From an optimization exercise on the open Yosys and OpenROAD flow, aimed at small area, a short achievable clock period and few clock cycles; shortcuts taken in it are not production practice. At most, simulation tests tie the RTL to the original design; equivalence was not proved. For runs 2 to 6, only the layout was checked, not whether the RTL still works. No activity file was given, so power comes from the tool's default toggle rates.

**flow/config.mk**
```make
export PLATFORM = sky130hd
export DESIGN_NAME = e20_top
export DESIGN_NICKNAME = e20_top
export VERILOG_FILES = /design/flow/design.v
export SDC_FILE = /design/flow/constraint.sdc
export NUM_CORES = 4
export LEC_CHECK = 0
export ABC_CLOCK_PERIOD_IN_PS = 4000
export CAP_MARGIN = 20
export CORE_MARGIN = 2
export CORE_UTILIZATION = 55
export CTS_BUF_LIST = sky130_fd_sc_hd__clkbuf_8
export CTS_CLUSTER_SIZE = 30
export SETUP_SLACK_MARGIN = 3.8
export SLEW_MARGIN = 20
export TNS_END_PERCENT = 5
```
**flow/constraint.sdc**
```tcl
create_clock -name core_clock -period 8.0 [get_ports {clk}]
set_input_delay 1.6000 -clock core_clock [delete_from_list [all_inputs] [get_ports {clk}]]
set_output_delay 1.6000 -clock core_clock [all_outputs]
set_load 0.01 [all_outputs]
```
**flow/design.v**
```verilog
module e20_cache_level #(
    parameter BLK_BITS = 2,    
    parameter ROW_BITS = 3,    
    parameter WAYS     = 2
) (
    input  wire                 clk,
    input  wire                 rst,
    input  wire                 access,    
    input  wire [12:0]          addr,
    output wire [ROW_BITS-1:0]  row,
    output reg                  hit
);
    localparam TAG_BITS = 13 - BLK_BITS - ROW_BITS;
    localparam ROWS     = 1 << ROW_BITS;
    localparam LINES    = ROWS * WAYS;
    wire [TAG_BITS-1:0] tag = addr[12:BLK_BITS+ROW_BITS];
    assign row = addr[BLK_BITS+ROW_BITS-1:BLK_BITS];
    wire [LINES*TAG_BITS-1:0] tags_flat;
    wire [LINES-1:0]          valid_flat;
    wire [WAYS*TAG_BITS-1:0] row_tags  = tags_flat[row*WAYS*TAG_BITS +: WAYS*TAG_BITS];
    wire [WAYS-1:0]          row_valid = valid_flat[row*WAYS +: WAYS];
    integer i;
    reg [WAYS-1:0] shift;      
    always @(*) begin
        hit   = 1'b0;
        shift = {WAYS{1'b1}};  
        for (i = 0; i < WAYS; i = i + 1) begin
            if (row_valid[i] && row_tags[i*TAG_BITS +: TAG_BITS] == tag)
                hit = 1'b1;
        end
        if (hit) begin
            for (i = 0; i < WAYS; i = i + 1)
                shift[i] = 1'b0;
            for (i = 0; i < WAYS; i = i + 1) begin
                if (row_valid[i] && row_tags[i*TAG_BITS +: TAG_BITS] == tag)
                    shift = ~((1 << i) - 1);    
            end
        end
    end
    genvar r, p;
    generate
        for (r = 0; r < ROWS; r = r + 1) begin : g_row
            wire upd = access && (row == r);
            for (p = 0; p < WAYS; p = p + 1) begin : g_line
                reg [TAG_BITS-1:0] tag_q;
                reg                valid_q;
                wire [TAG_BITS-1:0] tag_in;
                wire                valid_in;
                if (p == WAYS - 1) begin : g_end
                    assign tag_in   = tag;
                    assign valid_in = 1'b1;
                end else begin : g_mid
                    assign tag_in   = tags_flat[(r*WAYS+p+1)*TAG_BITS +: TAG_BITS];
                    assign valid_in = valid_flat[r*WAYS+p+1];
                end
                always @(posedge clk) begin
                    if (rst) begin
                        valid_q <= 1'b0;
                    end else if (upd && shift[p]) begin
                        tag_q   <= tag_in;
                        valid_q <= valid_in;
                    end
                end
                assign tags_flat[(r*WAYS+p)*TAG_BITS +: TAG_BITS] = tag_q;
                assign valid_flat[r*WAYS+p] = valid_q;
            end
        end
    endgenerate
endmodule
module e20_top (
    input  wire        clk,
    input  wire        rst,
    output reg         mem_req,
    output reg         mem_we,
    output reg  [12:0] mem_addr,
    output wire [15:0] mem_wdata,
    input  wire [15:0] mem_rdata,
    input  wire        mem_ready,
    output wire        ev1_valid,
    output wire [1:0]  ev1_status,    
    output wire [15:0] ev1_pc,
    output wire [12:0] ev1_addr,
    output wire [2:0]  ev1_row,
    output wire        ev2_valid,
    output wire [1:0]  ev2_status,
    output wire [15:0] ev2_pc,
    output wire [12:0] ev2_addr,
    output wire [3:0]  ev2_row,
    output wire        halted,
    output wire [15:0] pc_out,
    input  wire [2:0]  dbg_sel,
    output wire [15:0] dbg_reg
);
    reg [15:0] pc;
    reg        halt_q;
    reg [15:0] regs [1:7];
    reg        mact;
    reg        mst;          
    reg [12:0] maddr;
    reg [15:0] mwdata;
    reg [2:0]  mrd;
    reg        evv;
    reg        ev_st;
    reg        ev_h1;
    reg        ev_h2;
    wire [15:0] ir     = mem_rdata;
    wire [2:0]  opcode = ir[15:13];
    wire [2:0]  rA     = ir[12:10];
    wire [2:0]  rB     = ir[9:7];
    wire [2:0]  rD     = ir[6:4];
    wire [3:0]  func   = ir[3:0];
    wire [15:0] imm    = {{9{ir[6]}}, ir[6:0]};
    wire [15:0] target = {3'b000, ir[12:0]};
    wire [15:0] va = (rA == 3'd0) ? 16'd0 : regs[rA];
    wire [15:0] vb = (rB == 3'd0) ? 16'd0 : regs[rB];
    wire [15:0] pc1;
    wire [15:0] pcm1;
    e20_incdec u_pcid (.x(pc), .inc(pc1), .dec(pcm1));
    wire [15:0] btgt;
    wire        btgt_co;
    e20_add16 u_bt (.a(pc), .b(imm), .cin(1'b1), .sum(btgt), .cout(btgt_co));
    wire op_rrr  = (opcode == 3'd0);
    wire op_alu  = op_rrr && (func[3:2] == 2'b00 || func == 4'd4);
    wire op_jr   = op_rrr && (func == 4'd8);
    wire op_bad  = op_rrr && !op_alu && !op_jr;
    wire op_mem  = (opcode == 3'd4) || (opcode == 3'd5);
    wire do_halt = (opcode == 3'd2) && (target == pc);
    wire exec = !mact && !halt_q && mem_ready;
    wire        use_imm = !op_rrr;
    wire        inv     = op_rrr ? (func[2:0] == 3'd1 || func[2:0] == 3'd4) : (opcode == 3'd7);
    wire [15:0] bx      = (use_imm ? imm : vb) ^ {16{inv}};
    wire [15:0] sum;
    wire        cout;
    e20_add16 u_add (.a(va), .b(bx), .cin(inv), .sum(sum), .cout(cout));
    wire        lt = !cout;      
    wire       look = mact && mem_ready;
    wire       l1_hit, l2_hit;
    wire [2:0] l1_row;
    wire [3:0] l2_row;
    e20_cache_level #(.BLK_BITS(2), .ROW_BITS(3), .WAYS(2)) u_l1 (
        .clk(clk), .rst(rst), .access(look), .addr(maddr),
        .row(l1_row), .hit(l1_hit)
    );
    e20_cache_level #(.BLK_BITS(3), .ROW_BITS(4), .WAYS(4)) u_l2 (
        .clk(clk), .rst(rst), .access(look && (mst || !l1_hit)), .addr(maddr),
        .row(l2_row), .hit(l2_hit)
    );
    wire [15:0] ev_pc = pcm1;
    assign ev1_valid  = evv;
    assign ev1_status = ev_st ? 2'd2 : {1'b0, !ev_h1};
    assign ev1_pc     = ev_pc;
    assign ev1_addr   = maddr;
    assign ev1_row    = maddr[4:2];
    assign ev2_valid  = evv && (ev_st || !ev_h1);
    assign ev2_status = ev_st ? 2'd2 : {1'b0, !ev_h2};
    assign ev2_pc     = ev_pc;
    assign ev2_addr   = maddr;
    assign ev2_row    = maddr[6:3];
    assign halted  = halt_q;
    assign pc_out  = pc;
    assign dbg_reg = (dbg_sel == 3'd0) ? 16'd0 : regs[dbg_sel];
    assign mem_wdata = mwdata;
    always @(*) begin
        mem_req  = !halt_q;
        mem_we   = mact && mst;
        mem_addr = mact ? maddr : pc[12:0];
    end
    reg        wr_en;
    reg [2:0]  wr_idx;
    reg [15:0] wr_val;
    reg [15:0] next_pc;
    always @(*) begin
        wr_en   = 1'b0;
        wr_idx  = rB;
        wr_val  = sum;
        next_pc = pc1;
        case (opcode)
            3'd0: begin
                wr_en  = op_alu;
                wr_idx = rD;
                case (func[2:0])
                    3'd2: wr_val = va | vb;
                    3'd3: wr_val = va & vb;
                    3'd4: wr_val = {15'd0, lt};
                    default: wr_val = sum;
                endcase
                if (op_jr) next_pc = va;
            end
            3'd1: wr_en = 1'b1;
            3'd2: next_pc = target;
            3'd3: begin wr_en = 1'b1; wr_idx = 3'd7; wr_val = pc1; next_pc = target; end
            3'd6: if (va == vb) next_pc = btgt;
            3'd7: begin wr_en = 1'b1; wr_val = {15'd0, lt}; end
            default: ;
        endcase
    end
    integer k;
    always @(posedge clk) begin
        if (rst) begin
            pc     <= 16'd0;
            halt_q <= 1'b0;
            mact   <= 1'b0;
            evv    <= 1'b0;
            for (k = 1; k < 8; k = k + 1)
                regs[k] <= 16'd0;
        end else begin
            evv <= look;
            if (look) begin
                ev_st <= mst;
                ev_h1 <= l1_hit;
                ev_h2 <= l2_hit;
                mact  <= 1'b0;
                pc    <= pc1;
                if (!mst && mrd != 3'd0)
                    regs[mrd] <= mem_rdata;
            end
            if (exec) begin
                if (do_halt) begin
                    halt_q <= 1'b1;
                end else if (op_mem) begin
                    mact   <= 1'b1;
                    mst    <= opcode[0];
                    maddr  <= sum[12:0];
                    mwdata <= vb;
                    mrd    <= rB;
                end else if (!op_bad) begin
                    if (wr_en && wr_idx != 3'd0)
                        regs[wr_idx] <= wr_val;
                    pc <= next_pc;
                end
            end
        end
    end
endmodule
module e20_add16 (
    input  wire [15:0] a,
    input  wire [15:0] b,
    input  wire        cin,
    output wire [15:0] sum,
    output wire        cout
);
    wire [15:0] p = a ^ b;
    wire [15:0] g0 = (a & b) | {15'd0, p[0] & cin};
    wire [15:0] pp0 = p;
    wire [15:0] g1, g2, g3, g4, pp1, pp2, pp3;
    genvar i;
    generate
        for (i = 0; i < 16; i = i + 1) begin : g_l1
            if (i >= 1) begin : g_c
                assign g1[i]  = g0[i] | (pp0[i] & g0[i-1]);
                assign pp1[i] = pp0[i] & pp0[i-1];
            end else begin : g_p
                assign g1[i]  = g0[i];
                assign pp1[i] = pp0[i];
            end
        end
        for (i = 0; i < 16; i = i + 1) begin : g_l2
            if (i >= 2) begin : g_c
                assign g2[i]  = g1[i] | (pp1[i] & g1[i-2]);
                assign pp2[i] = pp1[i] & pp1[i-2];
            end else begin : g_p
                assign g2[i]  = g1[i];
                assign pp2[i] = pp1[i];
            end
        end
        for (i = 0; i < 16; i = i + 1) begin : g_l3
            if (i >= 4) begin : g_c
                assign g3[i]  = g2[i] | (pp2[i] & g2[i-4]);
                assign pp3[i] = pp2[i] & pp2[i-4];
            end else begin : g_p
                assign g3[i]  = g2[i];
                assign pp3[i] = pp2[i];
            end
        end
        for (i = 0; i < 16; i = i + 1) begin : g_l4
            if (i >= 8) begin : g_c
                assign g4[i] = g3[i] | (pp3[i] & g3[i-8]);
            end else begin : g_p
                assign g4[i] = g3[i];
            end
        end
    endgenerate
    assign sum  = p ^ {g4[14:0], cin};
    assign cout = g4[15];
endmodule
module e20_incdec (
    input  wire [15:0] x,
    output wire [15:0] inc,
    output wire [15:0] dec
);
    genvar i;
    generate
        for (i = 0; i < 16; i = i + 1) begin : g_bit
            if (i == 0) begin : g_0
                assign inc[i] = ~x[0];
                assign dec[i] = ~x[0];
            end else begin : g_i
                assign inc[i] = x[i] ^ (&x[i-1:0]);
                assign dec[i] = x[i] ^ ~(|x[i-1:0]);
            end
        end
    endgenerate
endmodule
```
**flow/run.sh**
```bash
#!/bin/bash
# synth_recipe.tcl (not shown) runs the flow's synth.tcl, then flattens the netlist and writes it again
# the make line also repeats each setting of config.mk as NAME=value (left out here)
make -C /OpenROAD-flow-scripts/flow DESIGN_CONFIG=/design/flow/config.mk WORK_HOME=/design/flow/orfs CLKGATE_MAP_FILE= SYNTH_SCRIPT=/design/flow/synth_recipe.tcl finish
```
==> run summary, run 1 <==
- Synth Flop Type: edfxtp_1
- Compound-Gate Fraction of Synth Area: 7.56%
- Post-synthesis mux area share: around 16%
- Worst-path clk slew: 0.07 ns
- Synth Area in Adders: ~2.4%
- Crit Path Max Fanout: 8
- Slew Viols, Final: 0
- Critical Path, Cell by Cell: buf_4, nor2b_4, buf_4, a221oi_1, nor2_2, ha_1, nor4_1, nand4_1, nor2_1, nor2_1, a222oi_1, nor2b_1, a221oi_1
- Critical path launch point type: input port
- Synth Area in XOR/XNOR: 2.76%
- P per Cell Area: 203 nW/um2
- GR Util All Layers: 34.2%
- FP Rows: 96
- DR top layer: met5
- Final net count: 3168
- Wire length on met1: between 40000 and 50000 um
- Setup slack after layout: 3.22 ns
- Delay of the slowest critical-path stage: 0.53 ns
- Max Cap Viol: 0
- Seq/Total Area, Yosys: 58.0%
- Starting Density: 55.3%
- Die width: 266 um
- Vias after detailed routing: 26325
- Final setup violation count: 0
- Post-Synth Simple-Gate Area: 8.79%
- Worst skew pair latency: 0.77 ns
- Hold_buf cts: 0
- Leak Pwr: 16.4 nW
- Final Hold Viols: 0
- CTS tree: built
- Ys async rst share: 0%
- RSZ-0062 raised after global routing: true
- CTS Sinks: ~760
- Post-Route Skew: 0.0537 ns
- Core Region: 68300 um2
- Root Buffer: clkbuf_8
- Critical path's slowest cell: nor2_2
- Vias per cell: roughly 6.5
- CP Capture Type: register
- Die area: 70900 um2
- Synth Area per Inst: 13.6 um2
- Final Cycle Share: between 50% and 60%
- Placed inst area: 40300 um2
- Worst vdd ir: about 0.00017 V
- Pre-antenna DRT Iters: 6
- Initial DRC count: about 2900
- Initial antenna violation count: 2
- Pre-CTS worst setup slack: about 1.1 ns
- Global-route wire length before repair: 177000 um
- Relative slew margins: 28.5%
- Synth-to-layout area growth: 21.1%
- Clock Tree Buf Depth: 3
- Gpl congestion: 0.938
- Most frequent cells after synthesis: edfxtp_1, nor2_1, nand2_1
- Final Total Pwr: 0.00929 W
- Mapped Cells: 2787
- Largest cells by area after synthesis: edfxtp_1, mux4_2, dfxtp_1
- Number of I/O pins: 157
- Vias in the first global route: 26404
- Die Height: around 270 um
- Tightest Pin Transition: 1.07 ns
- Wire length on met3: approximately 10000 um
- EDFF count, synth: 665
- Post-synthesis cell type count: 88
- Largest net degree at the start of global routing: 84
- Fmax achieved: between 200 and 250 MHz
- Synthesis warning total: 3
- Accumulated negative setup slack: 0 ns
- Fin crit period: 4.78 ns
- Routed Wire Length: 121000 um
- Synthesized cell area: between 30000 and 40000 um2
- IO Port Bufs: 156
- Required time of the critical path: 8.59 ns
- WL/cell: 29.8 um
- Detail Route Antenna Nets: 0
- Status: timing/DRC/antenna clean
- Combinational family with the most area after synthesis: multiplexers
- Post-route DRC: 0
- H-Tree Depth: 3
- WHS: ~0.42 ns
- Top cell type's share of synthesized area: 52.8%
- Critical path arrival: between 5 and 6 ns
- Worst min-delay path category: register to register
- Share of layout cells above drive strength 1: between 20% and 30%
- Total CTS buffers: around 120
- Met2 wire length: around 57000 um
- Count leader, synth: edfxtp_1
- Final Cell Area: 45800 um2
- Grt ovf: 0
- Critical path type: input port to register
- Detail Placement HPWL: between 70000 and 80000 um
- Cell taking the most area after synthesis: edfxtp_1
- Yosys reg bits: roughly 760
-- routing by layer --
layer	track usage (%)	up-vias
met4	17.8	2
met1	45.7	13212
met3	5.73	357
met2	54.4	1500
met5	0	-
li1	-	11254
-- stage by stage --
step / util, % / cells
6_report: 67.0 / 4066
5_1_grt: 67.0 / 4066
4_1_cts: 66.3 / 4045
3_5_place_dp: 59.0 / 3705
3_3_place_gp: 59.0 / 3705
2_1_floorplan: - / 2791
-- layout make-up --
cell class                 instances  area, um2
clock inverter                    89        614
timing repair buffer             389       4120
sequential                       764      22000
multi-input combinational       1703      15700
antenna                            1       2.50
inverter                          95        369
fill                            4934      22600
clock buffer                     143       1970
tap                              882       1100
-- critical path: cells and delay by family --
| kind | cells | cell delay (ns) |
|---|---|---|
| simple gates | 7 | 2.32 |
| compound gates | 3 | 0.62 |
| buf+inv | 2 | 0.46 |
| fa+ha+maj | 1 | 0.36 |
-- where the power goes --
| group | total [W] | internal (W) | switching (W) |
|---|---|---|---|
| sequential | 0.00441 | 0.00435 | 0.0000571 |
| combinational | 0.00143 | 0.000624 | 0.000806 |
| clock | 0.00346 | 0.00184 | 0.00161 |
| total | 0.00929 | 0.00682 | 0.00248 |
-- logic make-up after synthesis --
family | after synthesis
simple gates | 721
flops | 764
fa+ha+maj | 72
compound gates | 418
other cells | 1
buf+inv | 325
xor+xnor | 119
mux | 367
-- flip-flops by register name (all words and copies together) (netlist names), 3 cells and up --
| signal | count |
|---|---|
| maddr | 13 |
| regs | 117 |
| u_l2.g_row.g_line.valid_q | 64 |
| mwdata | 16 |
| u_l1.g_row.g_line.tag_q | 128 |
| pc | 16 |
| u_l2.g_row.g_line.tag_q | 384 |
| mrd | 3 |
| u_l1.g_row.g_line.valid_q | 16 |
-- final timing paths --
check | depth (start not counted) | to | slack [ns] | start
worst min-delay path | 0 | u_l2.g_row[14].g_line[2].tag_q[4] | 0.42 | u_l2.g_row[14].g_line[3].tag_q[4]
worst max register to register | 10 | u_l2.g_row[1].g_line[3].valid_q | 3.49 | maddr[2]
worst max-delay path | 13 | pc[5] | 3.22 | mem_rdata[11]
worst min register to register | 0 | u_l2.g_row[14].g_line[2].tag_q[4] | 0.42 | u_l2.g_row[14].g_line[3].tag_q[4]
-- repair_timing --
| action | CTS | global route |
|---|---|---|
| setup endpoints to repair | 746 | 716 |
| gates resized for setup | 357 | 54 |
| setup buffers | 90 | 18 |
| hold endpoints to repair | 0 | 0 |
| pin swaps | 81 | 10 |
| cloned | 18 | 2 |
-- cells in the final DEF (no fill, tap or decap), types with 30 or more instances in the layout --
| cell type | netlist | routed |
|---|---|---|
| buf_4 | 55 | 167 |
| ha_1 | 70 | 60 |
| mux4_2 | 197 | 197 |
| nand2_1 | 198 | 186 |
| inv_1 | 94 | 128 |
| nor3_1 | 55 | 36 |
| xnor2_1 | 65 | 54 |
| clkdlybuf4s50_1 | 0 | 109 |
| edfxtp_1 | 665 | 665 |
| nand3_1 | 33 | 33 |
| mux2i_1 | 108 | 106 |
| o21ai_0 | 75 | 62 |
| nor4_2 | 1 | 30 |
| mux2_2 | 61 | 59 |
| dfxtp_1 | 99 | 94 |
| nor2_1 | 258 | 237 |
| xor2_1 | 54 | 51 |
| a221oi_1 | 41 | 32 |
| a21oi_1 | 114 | 95 |
| clkbuf_8 | 0 | 143 |
Testbench counts, summed over its fixed seeds: cycles 41,504.
==> run 2, diff against run 1 <==
--- a/flow/design.v
+++ b/flow/design.v
@@ -115,8 +115,3 @@
     wire [15:0] vb = (rB == 3'd0) ? 16'd0 : regs[rB];
-    wire [15:0] pc1;
-    wire [15:0] pcm1;
-    e20_incdec u_pcid (.x(pc), .inc(pc1), .dec(pcm1));
-    wire [15:0] btgt;
-    wire        btgt_co;
-    e20_add16 u_bt (.a(pc), .b(imm), .cin(1'b1), .sum(btgt), .cout(btgt_co));
+    wire [15:0] pc1 = pc + 16'd1;
     wire op_rrr  = (opcode == 3'd0);
@@ -147,3 +142,3 @@
     );
-    wire [15:0] ev_pc = pcm1;
+    wire [15:0] ev_pc = pc - 16'd1;
     assign ev1_valid  = evv;
@@ -191,3 +186,3 @@
             3'd3: begin wr_en = 1'b1; wr_idx = 3'd7; wr_val = pc1; next_pc = target; end
-            3'd6: if (va == vb) next_pc = btgt;
+            3'd6: if (va == vb) next_pc = pc1 + imm;
             3'd7: begin wr_en = 1'b1; wr_val = {15'd0, lt}; end
@@ -285,19 +280 @@
 endmodule
-module e20_incdec (
-    input  wire [15:0] x,
-    output wire [15:0] inc,
-    output wire [15:0] dec
-);
-    genvar i;
-    generate
-        for (i = 0; i < 16; i = i + 1) begin : g_bit
-            if (i == 0) begin : g_0
-                assign inc[i] = ~x[0];
-                assign dec[i] = ~x[0];
-            end else begin : g_i
-                assign inc[i] = x[i] ^ (&x[i-1:0]);
-                assign dec[i] = x[i] ^ ~(|x[i-1:0]);
-            end
-        end
-    endgenerate
-endmodule
--- a/flow/config.mk
+++ b/flow/config.mk
@@ -10,7 +10,5 @@
 export CORE_MARGIN = 2
-export CORE_UTILIZATION = 55
-export CTS_BUF_LIST = sky130_fd_sc_hd__clkbuf_8
-export CTS_CLUSTER_SIZE = 30
+export CORE_UTILIZATION = 40
 export SETUP_SLACK_MARGIN = 3.8
 export SLEW_MARGIN = 20
-export TNS_END_PERCENT = 5
+export TNS_END_PERCENT = 0
==> run 2 against run 1 <==
  * Still clean on timing, DRC and antenna
  * Power rose by 2.3%
  * Global-route usage fell by 10 points
  * Clock skew fell by 0.023 ns
  * Sequential cell count rose by 2
  * Synthesized cell count fell by 1.6%
  * Cell area fell by 1.5%
  * Clock-buffer cell count fell by 33
  * Combinational power fell by 9.8%
  * Wire length fell by 1.5%
  * Largest cell class unchanged
  * Largest power group unchanged
==> run summary, run 2 <==
- CP Capture Type: register
- Vias per cell: just under 6
- Tightest Pin Transition: about 1.2 ns
- EDFF count, synth: 667
- Synth-to-layout area growth: 19.5%
- Largest register FFs: 384
- Synthesized cell area: about 38000 um2
- Initial antenna violation count: 4
- Detail Route Antenna Nets: 0
- Crit Path Max Fanout: 8
- Root Buffer: clkbuf_16
- Worst vdd ir: 0.000158 V
- Hold_buf cts: 0
- Leak Pwr: 15.7 nW
- Number of I/O pins: 157
- Yosys reg bits: between 700 and 800
- Worst-path clk slew: 0.06 ns
- Most frequent cells after synthesis: edfxtp_1, nor2_1, mux4_2
- Relative slew margins: 20.4%
- Synth Area per Inst: around 14 um2
- # diodes: 0
- Most flops, register: u_l2.g_row.g_line.tag_q
- Accumulated negative setup slack: 0 ns
- Status: timing/DRC/antenna clean
- Compound-Gate Fraction of Synth Area: 6.67%
- Seq/Total Area, Yosys: 58.3%
- Core Region: 93500 um2
- Die area: 96900 um2
- Count leader, synth: edfxtp_1
- Clock Tree Buf Depth: 3
- Post-Route Skew: 0.0303 ns
- FP Rows: between 100 and 150
- Die Height: 311 um
- Starting Density: 40.4%
- Die width: ~310 um
- Ys async rst share: 0%
- Synth Flop Type: edfxtp_1
- Final Total Pwr: 0.00951 W
- Critical path arrival: between 5 and 6 ns
- Critical path launch point type: input port
- Setup slack after layout: 3.42 ns
- Fillers: 8095
- WL/cell: 28.1 um
- Vias in the first global route: 25276
- Pre-antenna DRT Iters: 5
- Synth Area in Adders: around 2.2%
- Top cell type's share of synthesized area: 53.0%
- Largest registers: u_l2.g_row.g_line.tag_q: 384 flops, u_l1.g_row.g_line.tag_q: 128 flops, regs: 119 flops
- Share of layout cells above drive strength 1: 25.2%
- Final Cycle Share: 57.3%
- Combinational family with the most area after synthesis: multiplexers
- Required time of the critical path: 8.51 ns
- Final setup violation count: 0
- Worst min-delay path category: register to register
- Slew Viols, Final: 0
- Commonest non-fill, non-tap cell in the layout: edfxtp_1
- Vias after detailed routing: 25041
- Fmax achieved: 218 MHz
- Post-route DRC: 0
- IO Port Bufs: 156
- Synthesis warning total: 3
- Routed Wire Length: about 120000 um
- Post-synthesis cell type count: 77
- Initial DRC count: 2833
- CTS tree: built
- Detail Placement HPWL: slightly above 80000 um
- GR Util All Layers: ~24%
- Global-route wire length before repair: 174000 um
- Total CTS buffers: 83
- Gpl congestion: 0.921
- CTS Sinks: 766
- Critical path type: input port to register
- Cell taking the most area after synthesis: edfxtp_1
- P per Cell Area: 211 nW/um2
- Worst skew pair latency: 0.67 ns
- Final Hold Viols: 0
- Final net count: 3018
- Grt ovf: 0
- Post-Synth Simple-Gate Area: under 10%
- Commonest non-fill, non-tap cells in the layout: edfxtp_1, nor2_1, mux4_2
- Post-synthesis mux area share: 16.9%
- Fin crit period: about 4.6 ns
- Largest cells by area after synthesis: edfxtp_1, mux4_2, dfxtp_1
- Pre-CTS worst setup slack: 1.05 ns
- Largest net degree at the start of global routing: 66
- RSZ-0062 raised after global routing: true
- H-Tree Depth: 3
- Synth Area in XOR/XNOR: 3.25%
- Mapped Cells: between 2000 and 3000
- Max Cap Viol: 0
==> run 2: cell types whose count changed in the layout (fill, tap and decap cells not counted), moves of 18 or more <==
cell,delta
inv_1,-29
clkbuf_16,+83
buf_4,-38
nor4_2,-27
o31ai_1,-18
nand2_1,-41
nor2_1,+77
clkbuf_1,+22
clkbuf_8,-138
dlygate4sd2_1,-18
xnor2_1,+32
==> run 2: metrics by stage <==
stage	util (%)	cell area, um2	hold WS [ns]	cells
after floorplan	-	38000	0.417	2748
after global placement	43.2	40400	0.423	4009
after detailed placement	43.3	40400	0.429	4011
after CTS	47.9	44800	0.436	4239
after global routing	48.3	45100	0.444	4254
final	48.3	45100	0.436	4254
==> run 2: kinds of logic after synthesis <==
family / count (synthesis)
AOI/OAI and AO/OA: 377
xor gates and xnor gates: 140
adders and majority gates: 66
buffers and inverters: 327
DFF: 766
muxes: 360
other: 1
and+or+nand+nor: 705
==> run 2: path summary, 6_finish.rpt <==
| kind | from | endpoint | slack, ns | depth (start not counted) |
|---|---|---|---|---|
| worst max-delay path | mem_rdata[7] | regs[1][10] | 3.42 | 18 |
| worst min-delay path | u_l2.g_row[13].g_line[3].tag_q[2] | u_l2.g_row[13].g_line[2].tag_q[2] | 0.44 | 0 |
| worst max register to register | maddr[3] | u_l2.g_row[0].g_line[1].tag_q[4] | 3.52 | 10 |
| worst min register to register | u_l2.g_row[13].g_line[3].tag_q[2] | u_l2.g_row[13].g_line[2].tag_q[2] | 0.44 | 0 |
==> run 2: final cells by class <==
cell class	count	area, um2	share of cell area, %
clock buffer	110	2230	4.94
clock inverter	45	489	1.08
inverter	105	400	0.888
multi-input combinational	1656	15200	33.6
sequential	766	22000	48.8
tap	1254	1570	3.48
timing repair buffer	318	3240	7.19
==> run 2: where the power goes <==
| group | switching [W] | internal [W] |
|---|---|---|
| clock network | 0.00163 | 0.00218 |
| registers | 0.0000629 | 0.00436 |
| logic | 0.000738 | 0.000551 |
==> run 2: critical path, stage by stage <==
cell and delay, ns:
buf_16 0.12, mux4_2 0.55, nor2_4 0.15, a221oi_4 0.06
a21oi_2 0.21, xnor2_2 0.14, inv_1 0.09, fa_2 0.42
nor2b_2 0.13, o21ai_2 0.07, a21boi_2 0.20, o21ai_2 0.09
a21oi_2 0.24, a31oi_4 0.15, xnor2_1 0.33, a21oi_1 0.12
o21bai_2 0.27, nor2_1 0.13
==> run 2: layer usage <==
metal / up-vias / wire length (um) / global-route usage (%)
met5: - / 35 / 0
met4: 6 / 5180 / 9.16
met3: 273 / 8770 / 4.26
met2: 1218 / 57400 / 40.2
met1: 12782 / 48100 / 32.0
li1: 10762 / - / -
==> run 2: timing repair <==
item,4_1_cts,5_1_grt
endpoints found under the setup margin,785,787
gates resized for setup,327,39
pin swaps,30,22
buffers inserted,66,13
gates cloned,7,2
==> run 3, diff against run 2 <==
--- a/flow/config.mk
+++ b/flow/config.mk
@@ -7,2 +7,3 @@
 export LEC_CHECK = 0
+export ABC_AREA = 1
 export ABC_CLOCK_PERIOD_IN_PS = 4000
==> run 3 against run 2 <==
  * Still clean on timing, DRC and antenna
  * Worst hold slack got worse by 0.0024 ns
  * Maximum frequency increased by 0.40%
  * Sequential share of layout area increased by 0.30 points
  * Synthesized cell count increased by 46%
  * Combinational power increased by 4%
  * Via count increased by 25%
  * Synthesized area increased by 2.5%
  * Critical path depth decreased by 8
  * Wire length increased by 11%
  * First-iteration DRC count increased by 32%
==> run summary, run 3 <==
- Count leader, synth: nand2_1
- Largest register FFs: 384
- Switching Share: 26.2%
- Final Cycle Share: 57.0%
- Worst setup startpoint: dbg_sel[0]
- Root Buffer: clkbuf_16
- Crit Path Max Fanout: 10
- CP Capture Type: output port
- FF-to-FF Start: maddr[3]
- HP Start: u_l1.g_row[0].g_line[1].tag_q[3]
- Synthesis warning total: 3
- Most frequent cells after synthesis: nand2_1, edfxtp_1, nor2_1
- Seq/Total Area, Yosys: 57.6%
- Switching power: 0.00256 W
- Combinational Power Share: 13.7%
- P per Cell Area: between 200 and 250 nW/um2
- CTS tree: built
- Worst skew pair latency: between 0.6 and 0.7 ns
- Tightest Pin Transition: 1.01 ns
- Largest net degree at the start of global routing: 87
- Core Region: 96300 um2
- Detail Route Antenna Nets: 0
- Fmax achieved: about 220 MHz
- Reg2Reg Depth: 13
- Cell taking the most area after synthesis: edfxtp_1
- GR Util All Layers: 26.0%
- Routed Wire Length: around 130000 um
- Largest registers: u_l2.g_row.g_line.tag_q: 384 flops, regs: 128 flops, u_l1.g_row.g_line.tag_q: 128 flops
- Post-Route Skew: 0.0292 ns
- Commonest non-fill, non-tap cells in the layout: nand2_1, edfxtp_1, nor2_1
- Final Hold Viols: 0
- Synthesized cell area: 38700 um2
- Critical Path, Cell by Cell: buf_12, buf_12, clkinvlp_4, buf_8, buf_8, nor2_1, o21ai_0, o21ai_1, a31oi_2, buf_4
- WHS: 0.433 ns
- Detail Placement HPWL: 89500 um
- Required time of the critical path: 6.40 ns
- Relative slew margins: 32.5%
- Critical path's slowest cell: a31oi_2
- Synth Area per Inst: approximately 9.7 um2
- Reg power frac: approximately 46%
- Share of power burned in the clock network: between 40% and 50%
- Critical path type: input port to output port
- Pint: between 0.007 and 0.008 W
- Synth-to-layout area growth: 17.3%
- Total CTS buffers: 85
- Die area: roughly 99000 um2
- Post-synthesis cell type count: 68
- Fillers: between 8000 and 9000
- Worst-path clk slew: 0.06 ns
- Critical path launch point type: input port
- Yosys reg bits: 775
- Die width: around 320 um
- Commonest non-fill, non-tap cell in the layout: nand2_1
- Final Total Pwr: around 0.0098 W
- Pre-antenna DRT Iters: 8
- Reg2Reg Capture Point: u_l2.g_row[7].g_line[2].tag_q[1]
- Gpl congestion: 0.975
- Top cell type's share of synthesized area: 52.5%
- Critical path arrival: 2.96 ns
- EDFF count, synth: 676
- Most flops, register: u_l2.g_row.g_line.tag_q
- Ys async rst share: 0%
- Crit-path leading delay family: buffers and inverters
- Starting Density: around two fifths
- Hold Path Sink: u_l1.g_row[0].g_line[0].tag_q[3]
- Final net count: roughly 4200
- CTS Sinks: 775
- Die Height: 315 um
- Slew Viols, Final: 0
- Number of I/O pins: 157
- Vias per cell: 5.70
- Synth Flop Type: edfxtp_1
- H-Tree Depth: 3
- Fin crit period: between 4 and 5 ns
- Status: timing/DRC/antenna clean
- Clock Tree Buf Depth: 3
- Final setup violation count: 0
- Hold path depth: 0
- IO Port Bufs: between 150 and 200
- Initial DRC count: 3728
- Max Cap Viol: 0
- Crit path buffers/inverters: 6
- Initial antenna violation count: 2
- Largest cells by area after synthesis: edfxtp_1, nand2_1, dfxtp_1
- Accumulated negative setup slack: 0 ns
- Worst vdd ir: roughly 0.00018 V
- Global-route wire length before repair: 190000 um
- Post-route DRC: 0
- R2r setup slk: between 3 and 4 ns
- Share of layout cells above drive strength 1: between 10% and 20%
- WL/cell: roughly 24 um
- Leak Pwr: 16.9 nW
- Grt ovf: 0
- FP Rows: approximately 110
- Worst min-delay path category: register to register
- Delay of the slowest critical-path stage: ~0.24 ns
- Vias after detailed routing: 31178
- Mapped Cells: 3992
- RSZ-0062 raised after global routing: true
- Vias in the first global route: 29422
run 3: changes by cell type in the layout (fill, tap and decap cells not counted), moves of 51 or more:
cell     change
inv_1      +203
a21oi_1    +199
mux4_2     -207
nand3_1     +94
a22oi_1    +202
nand2_1    +535
o21ai_0    +285
nor2_1      +70
mux2_2      -51
mux2i_1     -90
xnor2_1     -79
run 3: timing repair:
item,in CTS,in global routing
gates cloned,10,2
pin swaps,21,24
hold buffers,0,0
setup endpoints to repair,724,713
gates resized for setup,258,102
buffers inserted,37,19
run 3: cells by family after synthesis:
kind of cell | after synthesis | share of synthesized area [%]
and+or+nand+nor | 1418 | 15.7
xor gates and xnor gates | 60 | 1.36
AOI/OAI and AO/OA | 1079 | 16.6
DFF | 775 | 57.6
other | 1 | 0.00969
adders and majority gates | 66 | 2.17
buffers and inverters | 593 | 6.65
run 3: worst max path at each step:
stage / slack [ns] / cells past startpoint / endpoint
after detailed placement: 1.62 / 17 / regs[0][6]
after CTS: 3.44 / 10 / dbg_reg[14]
after global routing: 3.38 / 28 / regs[3][15]
final: 3.44 / 10 / dbg_reg[12]
after global placement: 1.44 / 13 / pc[6]
after floorplan: 3.03 / 23 / regs[7][14]
run 3: worst reg2reg max path: stages, from the launching register on:
cell and delay, ns:
edfxtp_1 0.48, buf_4 0.39, nor2_4 0.09, buf_4 0.28, a22oi_1 0.30, nand4_1 0.17, nand2_1 0.17, xor2_1 0.23
nor3_2 0.07, nand3_2 0.29, nand2_4 0.34, nand2_2 0.50, nand3_2 0.16, nor2_1 0.55
run 3: metal layers:
| layer | GRT usage (%) | up-vias | part of all wire [%] |
|---|---|---|---|
| li1 | - | 14293 | - |
| met1 | 34.0 | 14883 | 40 |
| met2 | 41.7 | 1611 | 46 |
| met3 | 3.97 | 387 | 8.1 |
| met4 | 13.7 | 4 | 5.8 |
| met5 | 0 | - | 0.020 |
run 3: cell type report:
cell class / count / area, um2 / share of cell area, %
Clock buffer: 117 / 2360 / 5.20
Clock inverter: 42 / 453 / 0.998
Tap cell: 1276 / 1600 / 3.52
Inverter: 334 / 1300 / 2.86
Timing Repair inverter: 1 / 7.51 / 0.0165
Multi-Input combinational cell: 2642 / 14500 / 31.9
Antenna cell: 1 / 2.50 / 0.00552
Timing Repair Buffer: 286 / 2880 / 6.35
Sequential cell: 775 / 22300 / 49.1
run 3: through the flow:
step	cells	util (%)	setup slack (ns)	instance area [um2]
6_report	5474	47.1	3.44	45400
5_1_grt	5473	47.1	3.38	45400
2_1_floorplan	4007	-	3.03	38800
4_1_cts	5452	46.6	3.44	44900
3_3_place_gp	5246	42.7	1.44	41100
3_5_place_dp	5246	42.7	1.62	41100
run 3: power by group through the flow:
stage                     sequential, W  combinational, W  clock [W]
after floorplan                 0.00453          0.000729          0
after global placement          0.00455           0.00119          0
after detailed placement        0.00455           0.00119          0
after CTS                       0.00446           0.00126    0.00401
after global routing            0.00447           0.00143    0.00417
final                           0.00447           0.00134    0.00397
==> run 4, diff against run 3 <==
--- a/flow/design.v
+++ b/flow/design.v
@@ -116,2 +116,6 @@
     wire [15:0] pc1 = pc + 16'd1;
+    wire [7:0]  btlo   = {1'b0, pc1[6:0]} + {1'b0, ir[6:0]};
+    wire [8:0]  bt_inc = pc1[15:7] + 9'd1;
+    wire [8:0]  bt_dec = pc1[15:7] - 9'd1;
+    wire [15:0] btgt   = {(btlo[7] == ir[6]) ? pc1[15:7] : (btlo[7] ? bt_inc : bt_dec), btlo[6:0]};
     wire op_rrr  = (opcode == 3'd0);
@@ -186,3 +190,3 @@
             3'd3: begin wr_en = 1'b1; wr_idx = 3'd7; wr_val = pc1; next_pc = target; end
-            3'd6: if (va == vb) next_pc = pc1 + imm;
+            3'd6: if (va == vb) next_pc = btgt;
             3'd7: begin wr_en = 1'b1; wr_val = {15'd0, lt}; end
--- a/flow/config.mk
+++ b/flow/config.mk
@@ -7,3 +7,2 @@
 export LEC_CHECK = 0
-export ABC_AREA = 1
 export ABC_CLOCK_PERIOD_IN_PS = 4000
==> run 4 against run 3 <==
  * Critical path type is now input port to register
  * Core utilization up 1.6 points
  * Die area shrank 3.7%
  * Clock skew rose by 0.016 ns
==> run summary, run 4 <==
- Worst min-delay path category: register to register
- Critical path launch point type: input port
- IO Port Bufs: approximately 160
- Accumulated negative setup slack: 0 ns
- Delay of the slowest critical-path stage: 0.50 ns
- Largest register FFs: 384
- Tightest Pin Transition: 1.07 ns
- Synth Flop Type: edfxtp_1
- Crit-path leading delay family: compound AO/OA/AOI/OAI gates
- Die width: between 300 and 400 um
- Finished Core Util: 48.7%
- Post-synthesis cell type count: 72
- Vias after detailed routing: between 20000 and 25000
- Global-route wire length before repair: 169000 um
- Core Region: 91900 um2
- EDFF count, synth: 663
- Compound-Gate Fraction of Synth Area: roughly 6.6%
- Synth Area in XOR/XNOR: 3.25%
- Synth Area per Inst: 13.6 um2
- Critical path arrival: 5.19 ns
- Largest net degree at the start of global routing: ~140
- Initial DRC count: 2830
- Fin crit period: 4.83 ns
- Critical path's slowest cell: nor2_1
- Post-route DRC: 0
- Synth Area in Adders: under 10%
- Ys async rst share: 0%
- CTS tree: built
- Max Cap Viol: 0
- Synthesized cell area: 37200 um2
- Worst-path clk slew: 0.06 ns
- M3 GR Usage: 3.91%
- Critical path type: input port to register
- Most frequent cells after synthesis: edfxtp_1, nor2_1, mux4_2
- Initial antenna violation count: 0
- Vias in the first global route: 24651
- Share of layout cells above drive strength 1: 24.9%
- Slew Viols, Final: 0
- Synthesis warning total: 3
- Post-Route Skew: roughly 0.046 ns
- Starting Density: 40.5%
- GR peak layer: met2
- Final setup violation count: 0
- Crit Path Max Fanout: 8
- Largest cells by area after synthesis: edfxtp_1, mux4_2, dfxtp_1
- Final Cycle Share: 60.4%
- Vias per cell: 5.81
- Die area: 95600 um2
- Post-Synth Simple-Gate Area: 8.29%
- Required time of the critical path: 8.36 ns
- Root Buffer: clkbuf_16
- P per Cell Area: 221 nW/um2
- GR Util All Layers: 24.2%
- Crit path buffers/inverters: 5
- CP Capture Type: register
- Total CTS buffers: 84
- Pre-antenna DRT Iters: 6
- Worst skew pair latency: 0.67 ns
- Routed Wire Length: approximately 120000 um
- Worst vdd ir: 0.000192 V
- RSZ-0062 raised after global routing: true
- Commonest non-fill, non-tap cells in the layout: edfxtp_1, nor2_1, mux4_2
- H-Tree Depth: 3
- Largest registers: u_l2.g_row.g_line.tag_q: 384 flops, u_l1.g_row.g_line.tag_q: 128 flops, regs: 115 flops
- Combinational family with the most area after synthesis: multiplexers
- Synth-to-layout area growth: 20.2%
- Gpl congestion: 0.947
- WL/cell: 27.6 um
- Detail Route Antenna Nets: 0
- Top cell type's share of synthesized area: 53.5%
- Met1 Use GR: 32.0%
- Final Hold Viols: 0
- Count leader, synth: edfxtp_1
- Critical Path, Cell by Cell: buf_16, inv_2, nor2_1, buf_6, buf_12, buf_4, a221oi_1, nor2_1, a21oi_1, xnor2_1, ha_1, a21oi_1, o21bai_1, a21oi_1, xnor2_1, mux2i_2, o21ai_0, o21ai_2, nor2_1
- Commonest non-fill, non-tap cell in the layout: edfxtp_1
- Hold_buf cts: 0
- Grt ovf: 0
- Post-synthesis mux area share: 16.5%
- Detail Placement HPWL: ~79000 um
- Status: timing/DRC/antenna clean
- Die Height: 309 um
- CTS Sinks: 762
- Mapped Cells: 2733
- Yosys reg bits: 762
- Relative slew margins: 28.6%
- R2r setup slk: 3.43 ns
- Number of I/O pins: 157
- Clock Tree Buf Depth: 3
- FP Rows: 111
- Most flops, register: u_l2.g_row.g_line.tag_q
- Fmax achieved: slightly above 200 MHz
- Final net count: 2990
- Cell taking the most area after synthesis: edfxtp_1
- Met2 capacity usage during global routing: approximately 40%
- Leak Pwr: 15.7 nW
- Seq/Total Area, Yosys: 58.8%
[run 4: cell families after synthesis]
group	Yosys count
xor+xnor	138
fa+ha+maj	64
flops	762
compound gates	379
buf+inv	364
other cells	1
mux	329
simple gates	696
[run 4: routing by layer]
layer  wire length, um  part of all wire [%]  up-vias
met5                 0                     0        -
met4              4210                   3.6        0
met1             46900                    40    12474
li1                  -                     -    10617
met2             57200                    49     1172
met3              8060                   6.9      235
[run 4: repair_timing]
item                                   in CTS  in global routing
cloned                                     12                  0
buffers inserted                           79                  4
pin swaps                                  38                 10
endpoints found under the hold margin       0                  0
gates resized for setup                   302                 15
setup endpoints to repair                 766                747
[run 4: through the flow]
stage	total power, W	hold WS (ns)	worst slack [ns]	instance area, um2	std cells
6_report	0.00987	0.443	3.17	44800	4220
5_1_grt	0.0102	0.450	3.11	44800	4219
4_1_cts	0.00991	0.446	3.36	44700	4215
3_5_place_dp	0.00561	0.431	0.453	39800	3966
3_3_place_gp	0.00560	0.423	0.566	39800	3966
2_1_floorplan	0.00518	0.421	3.00	37500	2735
[run 4: final cells by class]
| cell class | instances | area (um2) |
|---|---|---|
| multi-input cells | 1609 | 14500 |
| fillers | 7890 | 47200 |
| inverters | 142 | 543 |
| diodes | 1 | 2.50 |
| repair buffers | 305 | 3300 |
| clock inverters | 48 | 691 |
| flip-flops and latches | 762 | 21900 |
| well taps | 1243 | 1560 |
| clock buffers | 110 | 2290 |
[run 4: report_power, final]
group / switching (W) / internal [W] / leakage, nW / total (W)
sequential: 0.0000552 / 0.00433 / 6.93 / 0.00439
combinational: 0.000746 / 0.000577 / 7.34 / 0.00132
clock: 0.00164 / 0.00252 / 1.45 / 0.00416
total: 0.00244 / 0.00743 / 15.7 / 0.00987
[run 4: final timing paths]
check / end / start / depth (start not counted)
worst min-delay path: u_l1.g_row[6].g_line[0].tag_q[1] / u_l1.g_row[6].g_line[1].tag_q[1] / 0
worst max-delay path: regs[3][15] / mem_rdata[8] / 19
worst min register to register: u_l1.g_row[6].g_line[0].tag_q[1] / u_l1.g_row[6].g_line[1].tag_q[1] / 0
worst max register to register: pc[11] / pc[0] / 18
[run 4: worst reg2reg max path, cell delays in order, from the launching register on]
cell and delay (ns):
dfxtp_2 0.55, ha_1 0.28, nand3_1 0.26, nor2_2 0.26, xor2_2 0.17, ha_1 0.33
or3_1 0.39, o21ai_1 0.23, or2_4 0.22, inv_1 0.06, fa_2 0.36, nor2b_1 0.12
o21ai_0 0.08, nand2b_1 0.15, nor2_1 0.06, or4b_4 0.49, a21oi_2 0.15, nor2_1 0.05
o31a_1 0.27
==> run 5, diff against run 4 <==
--- a/flow/config.mk
+++ b/flow/config.mk
@@ -10,3 +10,5 @@
 export CORE_MARGIN = 2
-export CORE_UTILIZATION = 40
+export CORE_UTILIZATION = 55
+export CTS_BUF_LIST = sky130_fd_sc_hd__clkbuf_8
+export CTS_CLUSTER_SIZE = 30
 export SETUP_SLACK_MARGIN = 3.8
==> run 5 against run 4 <==
  * Die area decreased by 27%
  * Sequential power about the same
  * First-iteration DRC count decreased by 1.8%
  * Maximum frequency decreased by 0.53%
  * Clock power decreased by 26%
  * Sequential share of layout area increased by 2.2 points
  * Combinational power decreased by 7%
  * Clock skew increased by 0.0031 ns
  * Register-to-register slack improved by 0.03 ns
  * Critical path type unchanged
  * Critical endpoint is now regs[6][14]
  * Highest routed layer is now met5
==> run summary, run 5 <==
- Status: timing/DRC/antenna clean
- CTS Sinks: 762
- RSZ-0062 raised after global routing: true
- Hold_buf cts: 0
- Leak Pwr: 15.3 nW
- Final setup violation count: 0
- Detail Route Antenna Nets: 0
- WHS: 0.441 ns
- Die Height: 264 um
- Most frequent cells after synthesis: edfxtp_1, nor2_1, mux4_2
- Vias per cell: 6.31
- Tightest Pin Transition: between 1 and 1.5 ns
- Seq/Total Area, Yosys: just under 60%
- Fin crit period: roughly 5 ns
- Final net count: 3004
- FP Rows: 95
- Critical path launch point type: input port
- Synth Flop Type: edfxtp_1
- EDFF count, synth: 663
- Final Cycle Share: roughly three fifths
- Global-route wire length before repair: about 160000 um
- Post-Synth Simple-Gate Area: 8.29%
- Required time of the critical path: 8.48 ns
- Synth-to-layout area growth: 15.1%
- Die width: 264 um
- Worst min-delay path category: register to register
- CP Capture Type: register
- Initial DRC count: 2780
- IO Port Bufs: 156
- Pre-antenna DRT Iters: 6
- Post-route DRC: 0
- Mapped Cells: between 2000 and 3000
- Synthesized cell area: around 37000 um2
- GR Util All Layers: 31.4%
- Fmax achieved: 206 MHz
- Share of layout cells above drive strength 1: between 20 and 25%
- Final Total Pwr: 0.00868 W
- Number of I/O pins: 157
- Crit Path Max Fanout: 15
- Post-synthesis mux area share: 16.5%
- Pre-CTS worst setup slack: 1.26 ns
- Post-synthesis cell type count: 72
- Grt ovf: 0
- Commonest non-fill, non-tap cell in the layout: edfxtp_1
- Gpl congestion: 0.937
- Layout Cells excl Fill: 3890
- Commonest non-fill, non-tap cells in the layout: edfxtp_1, nor2_1, mux4_2
- Largest cells by area after synthesis: edfxtp_1, mux4_2, dfxtp_1
- Routed Wire Length: 109000 um
- Detail Placement HPWL: approximately 76000 um
- Ys async rst share: 0%
- Compound-Gate Fraction of Synth Area: 6.55%
- Post-Route Skew: 0.0487 ns
- Synthesis warning total: 3
- Initial antenna violation count: 2
- Max Cap Viol: 0
- Core Region: 67200 um2
- Final Hold Viols: 0
- Slew Viols, Final: 0
- Top cell type's share of synthesized area: a little over half
- Worst-path clk slew: 0.06 ns
- Most flops, register: u_l2.g_row.g_line.tag_q
- Critical path type: input port to register
- Starting Density: 55.5%
- P per Cell Area: 203 nW/um2
- Largest registers: u_l2.g_row.g_line.tag_q: 384 flops, u_l1.g_row.g_line.tag_q: 128 flops, regs: 115 flops
- Synth Area in Adders: 2.21%
- Combinational family with the most area after synthesis: multiplexers
- Cell taking the most area after synthesis: edfxtp_1
- Die area: 69800 um2
- Worst skew pair latency: 0.75 ns
- Synth Area per Inst: 13.6 um2
- Total CTS buffers: between 100 and 150
- H-Tree Depth: 3
- WL/cell: 28.1 um
- Synth Area in XOR/XNOR: 3.25%
- Count leader, synth: edfxtp_1
- R2r setup slk: between 3 and 4 ns
- Yosys reg bits: 762
- Accumulated negative setup slack: 0 ns
- Largest net degree at the start of global routing: 94
- Clock Tree Buf Depth: 3
- Placed insts: 3615
- Vias after detailed routing: 24535
- Setup slack after layout: 3.15 ns
- Critical path arrival: between 5 and 6 ns
- CTS tree: built
- Relative slew margins: 30.0%
- Largest register FFs: 384
- Vias in the first global route: 24396
- Worst vdd ir: 0.000127 V
- Root Buffer: clkbuf_8
==> run 5: cell types whose count changed in the layout (fill, tap and decap cells not counted), sizes merged <==
cell           change
clkinvlp           -2
clkdlybuf4s15      -2
diode              +1
clkbuf            +11
dlygate4sd2        +4
buf               -20
inv               +53
clkdlybuf4s50      +4
bufinv            -12
bufbuf             -7
clkinv            +10
==> run 5: cell type report <==
class / count / area [um2]
clock inverters: 97 / 538
multi-input cells: 1609 / 14200
clock buffers: 121 / 1670
inverters: 142 / 542
fillers: 4968 / 24300
diodes: 2 / 5.00
flip-flops and latches: 762 / 21900
repair buffers: 284 / 2890
well taps: 873 / 1090
==> run 5: cell families (layout without fill, tap and decap cells) <==
family          after synthesis  count (layout)
flops                       762             762
simple gates                696             696
compound gates              379             379
buf+inv                     364             644
mux                         329             329
xor+xnor                    138             138
fa+ha+maj                    64              64
other cells                   1               5
==> run 5: per-stage QoR <==
stage               utilization [%]  area, um2
floorplan                         -      37500
global placement               58.7      39400
detailed placement             58.7      39400
CTS                            63.5      42600
global route                   63.8      42900
finish                         63.8      42900
==> run 5: worst paths after layout <==
check                           cells past startpoint                             start                                 to
worst max-delay path                               18                      mem_rdata[8]                        regs[6][14]
worst min-delay path                                0  u_l1.g_row[3].g_line[1].tag_q[5]   u_l1.g_row[3].g_line[0].tag_q[5]
worst max register to register                     12                          maddr[3]  u_l2.g_row[15].g_line[0].tag_q[4]
worst min register to register                      0  u_l1.g_row[3].g_line[1].tag_q[5]   u_l1.g_row[3].g_line[0].tag_q[5]
==> run 5: report_power, final <==
part / switching [W] / internal (W) / leakage, nW / total, W
Sequential: 0.0000602 / 0.00433 / 6.92 / 0.00439
Clock: 0.00154 / 0.00152 / 1.32 / 0.00306
Combinational: 0.000689 / 0.000538 / 7.03 / 0.00123
Total: 0.00229 / 0.00639 / 15.3 / 0.00868
==> run 5: layer usage <==
| metal | up-vias | track usage [%] | share of wire [%] |
|---|---|---|---|
| met1 | 12441 | 43.2 | 40 |
| li1 | 10656 | - | - |
| met5 | - | 0 | 0.010 |
| met2 | 1194 | 50.6 | 48 |
| met3 | 242 | 4.49 | 7.2 |
| met4 | 2 | 13.3 | 4.1 |
==> run 5: repair_timing <==
item | CTS | global route
cloned | 5 | 1
endpoints found under the setup margin | 752 | 743
resized for setup | 193 | 31
hold endpoints to repair | 0 | 0
pin swaps | 32 | 19
buffers inserted | 40 | 9
==> run 5: critical path: stages <==
cell and delay, ns:
buf_16 0.13, buf_8 0.16, mux2i_1 0.15, mux4_2 0.51
buf_4 0.17, o21a_1 0.21, o21ai_2 0.15, fa_2 0.23
nor2b_1 0.05, o21ai_1 0.20, a21boi_2 0.10, o211ai_1 0.43
nand4_1 0.23, a31oi_2 0.25, o21bai_1 0.14, xnor2_2 0.25
a31o_4 0.28, nor2_1 0.06
==> run 6, diff against run 5 <==
==> flow/flow/run.sh (new file) <==
#!/bin/bash
# Own layout flow: the standard ORFS flow (standard.sh, standard synthesis
# unchanged), with the resizer allowed to swap cells of other footprints
# (MATCH_CELL_FOOTPRINT=0) so it can replace slow port and logic buffers.
set -euo pipefail
bash standard.sh MATCH_CELL_FOOTPRINT=0 finish > orfs_make.log 2>&1
==> flow/standard.sh (new file) <==
#!/bin/bash
# synth_recipe.tcl (not shown) runs the flow's synth.tcl, then flattens the netlist and writes it again
# the make line also repeats each setting of config.mk as NAME=value (left out here)
make -C /OpenROAD-flow-scripts/flow DESIGN_CONFIG=/design/flow/config.mk WORK_HOME=/design/flow/orfs CLKGATE_MAP_FILE= SYNTH_SCRIPT=/design/flow/synth_recipe.tcl "${@:-finish}"
removed: flow/run.sh
==> run 6 against run 5 <==
  * Sequential cell count unchanged
  * Synthesized cell count unchanged
  * Sequential power about the same
  * First-iteration DRC count down 2.4%
  * Still clean
  * Core utilization up 0.25 points
  * Combinational power about the same
  * Sequential share of layout area down 0.19 points
==> run summary, run 6 <==
- Relative slew margins: between 30% and 40%
- Die width: 264 um
- Largest cells by area after synthesis: edfxtp_1, mux4_2, dfxtp_1
- Largest register FFs: approximately 380
- H-Tree Depth: 3
- Critical Path, Cell by Cell: buf_16, inv_1, nor2_1, buf_6, a221o_1, o21ai_4, o21ai_2, xnor2_2, ha_1, nor2b_2, o21ai_2, a21boi_2, o211ai_1, nand4_1, a31oi_2, o21bai_1, xnor2_1, a31o_2, nor2_1
- Worst min-delay path category: register to register
- Status: timing/DRC/antenna clean
- Critical path's slowest cell: o211ai_1
- Critical path launch point type: input port
- Mapped Cells: 2733
- Synth Area per Inst: 13.6 um2
- Grt ovf: 0
- Crit-path leading delay family: compound AO/OA/AOI/OAI gates
- Fin crit period: 4.86 ns
- Routed Wire Length: between 100000 and 150000 um
- Delay of the slowest critical-path stage: around 0.39 ns
- FP Rows: 95
- Placed insts: roughly 3600
- Slew Viols, Final: 0
- Pre-antenna DRT Iters: 6
- Detail Route Antenna Nets: 0
- Critical path arrival: about 5.3 ns
- Post-synthesis cell type count: 72
- CTS tree: built
- Commonest non-fill, non-tap cells in the layout: edfxtp_1, nor2_1, mux4_2
- Total CTS buffers: 117
- Worst vdd ir: 0.000133 V
- Detail Placement HPWL: 77400 um
- Root Buffer: clkbuf_8
- CTS Sinks: 762
- Layout Cells excl Fill: 3909
- Switching power: 0.00236 W
- Reg power frac: 50.1%
- Commonest non-fill, non-tap cell in the layout: edfxtp_1
- Vias after detailed routing: 24933
- Critical path type: input port to register
- Fmax achieved: 206 MHz
- Die Height: 264 um
- Largest net degree at the start of global routing: between 100 and 150
- Global-route wire length before repair: 166000 um
- Required time of the critical path: 8.48 ns
- Worst-path clk slew: 0.07 ns
- Initial DRC count: 2714
- Final net count: 3017
- Post-route DRC: 0
- Initial antenna violation count: 3
- RSZ-0062 raised after global routing: true
- Share of layout cells above drive strength 1: 23.0%
- Largest registers: u_l2.g_row.g_line.tag_q: 384 flops, u_l1.g_row.g_line.tag_q: 128 flops, regs: 115 flops
- Final setup violation count: 0
- Ys async rst share: 0%
- WL/cell: a little under 30 um
- Count leader, synth: edfxtp_1
- Gpl congestion: 1.02
- P per Cell Area: 204 nW/um2
- Crit path buffers/inverters: 3
- Accumulated negative setup slack: 0 ns
- CP Capture Type: register
- Cell taking the most area after synthesis: edfxtp_1
- Clock Tree Buf Depth: 3
- Core Region: 67200 um2
- Crit Path Max Fanout: 15
- Seq/Total Area, Yosys: ~60%
- Synthesis warning total: 3
- GR Util All Layers: 32.6%
- Pint: approximately 0.0064 W
- Leak Pwr: 15.5 nW
- Post-Route Skew: 0.0494 ns
- Top cell type's share of synthesized area: 53.5%
- Vias in the first global route: 25165
- Combinational Power Share: approximately 14%
- Number of I/O pins: 157
- Worst skew pair latency: 0.77 ns
- IO Port Bufs: 156
- Synthesized cell area: approximately 37000 um2
- Synth-to-layout area growth: 15.5%
- Switching Share: ~27%
- Tightest Pin Transition: 1.02 ns
- Most frequent cells after synthesis: edfxtp_1, nor2_1, mux4_2
- Final Hold Viols: 0
- EDFF count, synth: 663
- Most flops, register: u_l2.g_row.g_line.tag_q
- Yosys reg bits: between 700 and 800
- Vias per cell: 6.38
- Die area: 69800 um2
- Final Cycle Share: 60.7%
- Max Cap Viol: 0
- Synth Flop Type: edfxtp_1
- Share of power burned in the clock network: 35.5%
- Starting Density: 55.5%
-- run 6: cell counts after synthesis --
No cell type changed its count.
-- run 6: cells by family after synthesis --
| family | after synthesis | share of synthesized area [%] |
|---|---|---|
| DFF | 762 | 58.8 |
| and+or+nand+nor | 696 | 8.29 |
| AOI/OAI and AO/OA | 379 | 6.55 |
| buffers and inverters | 364 | 4.36 |
| muxes | 329 | 16.5 |
| xor gates and xnor gates | 138 | 3.25 |
| adders and majority gates | 64 | 2.21 |
| other | 1 | 0.0101 |
-- run 6: worst register-to-register path, cell delays in order, from the launching register on --
cell and delay, ns:
edfxtp_1 0.48, buf_6 0.46, mux4_2 0.73, mux2i_1 0.23, xnor2_1 0.10, nor4_1 0.41
nand4_1 0.38, a21oi_4 0.43, nor2_2 0.22, and2_1 0.29, nand2_1 0.36, nor2_1 0.28
-- run 6: stage by stage --
stage / area [um2] / worst slack [ns] / hold slack [ns] / power [W] / utilization, %
4_1_cts: 42800 / 3.31 / 0.404 / 0.00874 / 63.7
3_3_place_gp: 39400 / 0.745 / 0.423 / 0.00559 / 58.7
3_5_place_dp: 39400 / 1.10 / 0.428 / 0.00559 / 58.7
6_report: 43000 / 3.14 / 0.434 / 0.00876 / 64.1
2_1_floorplan: 37500 / 3.09 / 0.421 / 0.00518 / -
5_1_grt: 43000 / 3.12 / 0.430 / 0.00904 / 64.1
-- run 6: final timing paths --
| kind | start | to | slack (ns) | depth (start not counted) |
|---|---|---|---|---|
| setup / recovery | mem_rdata[8] | regs[5][14] | 3.14 | 19 |
| hold / removal | u_l2.g_row[7].g_line[2].tag_q[2] | u_l2.g_row[7].g_line[1].tag_q[2] | 0.43 | 0 |
| setup reg to reg | maddr[2] | u_l2.g_row[15].g_line[0].tag_q[0] | 3.35 | 11 |
| hold reg to reg | u_l2.g_row[7].g_line[2].tag_q[2] | u_l2.g_row[7].g_line[1].tag_q[2] | 0.43 | 0 |
-- run 6: layout make-up --
cell class              count  area [um2]
well taps                 873        1090
fillers                  4945       24100
clock buffers             120        1650
multi-input cells        1610       14200
repair buffers            298        2990
clock inverters           102         603
flip-flops and latches    762       21900
diodes                      2        5.00
inverters                 142         544
-- run 6: timing repair --
action | in CTS | in global routing
hold buffers | 0 | 0
setup buffers | 57 | 16
gates cloned | 6 | 0
resized for setup | 178 | 31
endpoints found under the setup margin | 747 | 733
endpoints found under the hold margin | 0 | 0
pin swaps | 25 | 25
-- run 6: layer usage --
layer	track usage [%]	wire [um]
met1	43.6	44800
met2	53.1	54500
met3	5.04	8610
met4	15.1	5470
met5	0	11
-- run 6: power by group through the flow --
stage	combinational [W]	sequential [W]	clock (W)
2_1_floorplan	0.000739	0.00444	0
3_3_place_gp	0.00111	0.00447	0
3_5_place_dp	0.00111	0.00447	0
4_1_cts	0.00120	0.00439	0.00316
5_1_grt	0.00132	0.00439	0.00332
6_report	0.00126	0.00439	0.00311

[afterwards: timing with drivers on the ports]
Ports are ideal in the flow. The routed layouts listed here were re-timed in OpenROAD.
Step 1 assumes that a clkbuf_16 drives the clock port and a buf_2 every other input.
Step 2 moves the port delays by t, midway between the first and last clock arrival at a register: inputs arrive t later, outputs are due t later. That takes back most of the time a late clock gives input paths.
Slacks: no drivers / after step 1 / after step 2; pairs: no drivers / after step 1.
run	t (ns)	setup slack, ns	worst setup path after step 2	worst register clock-pin slew, ns	worst data-port slew with drivers (ns)
run 1	0.808	3.217 / 3.056 / 2.248	input to register	0.08 / 0.08	0.29
run 2	0.720	3.418 / 3.275 / 2.556	input to register	0.06 / 0.06	0.21
run 3	0.720	3.437 / 3.373 / 2.790	input to register	0.06 / 0.06	0.11
run 4	0.719	3.171 / 3.013 / 2.294	input to register	0.07 / 0.07	0.24
run 5	0.784	3.145 / 3.066 / 2.283	input to register	0.07 / 0.07	0.15
run 6	0.815	3.143 / 3.014 / 2.200	input to register	0.07 / 0.07	0.20
After both steps setup and hold are still met in every run listed. The setup slack of run 1, which loses most, moves by -0.161 ns with the drivers and by -0.969 ns with both steps.
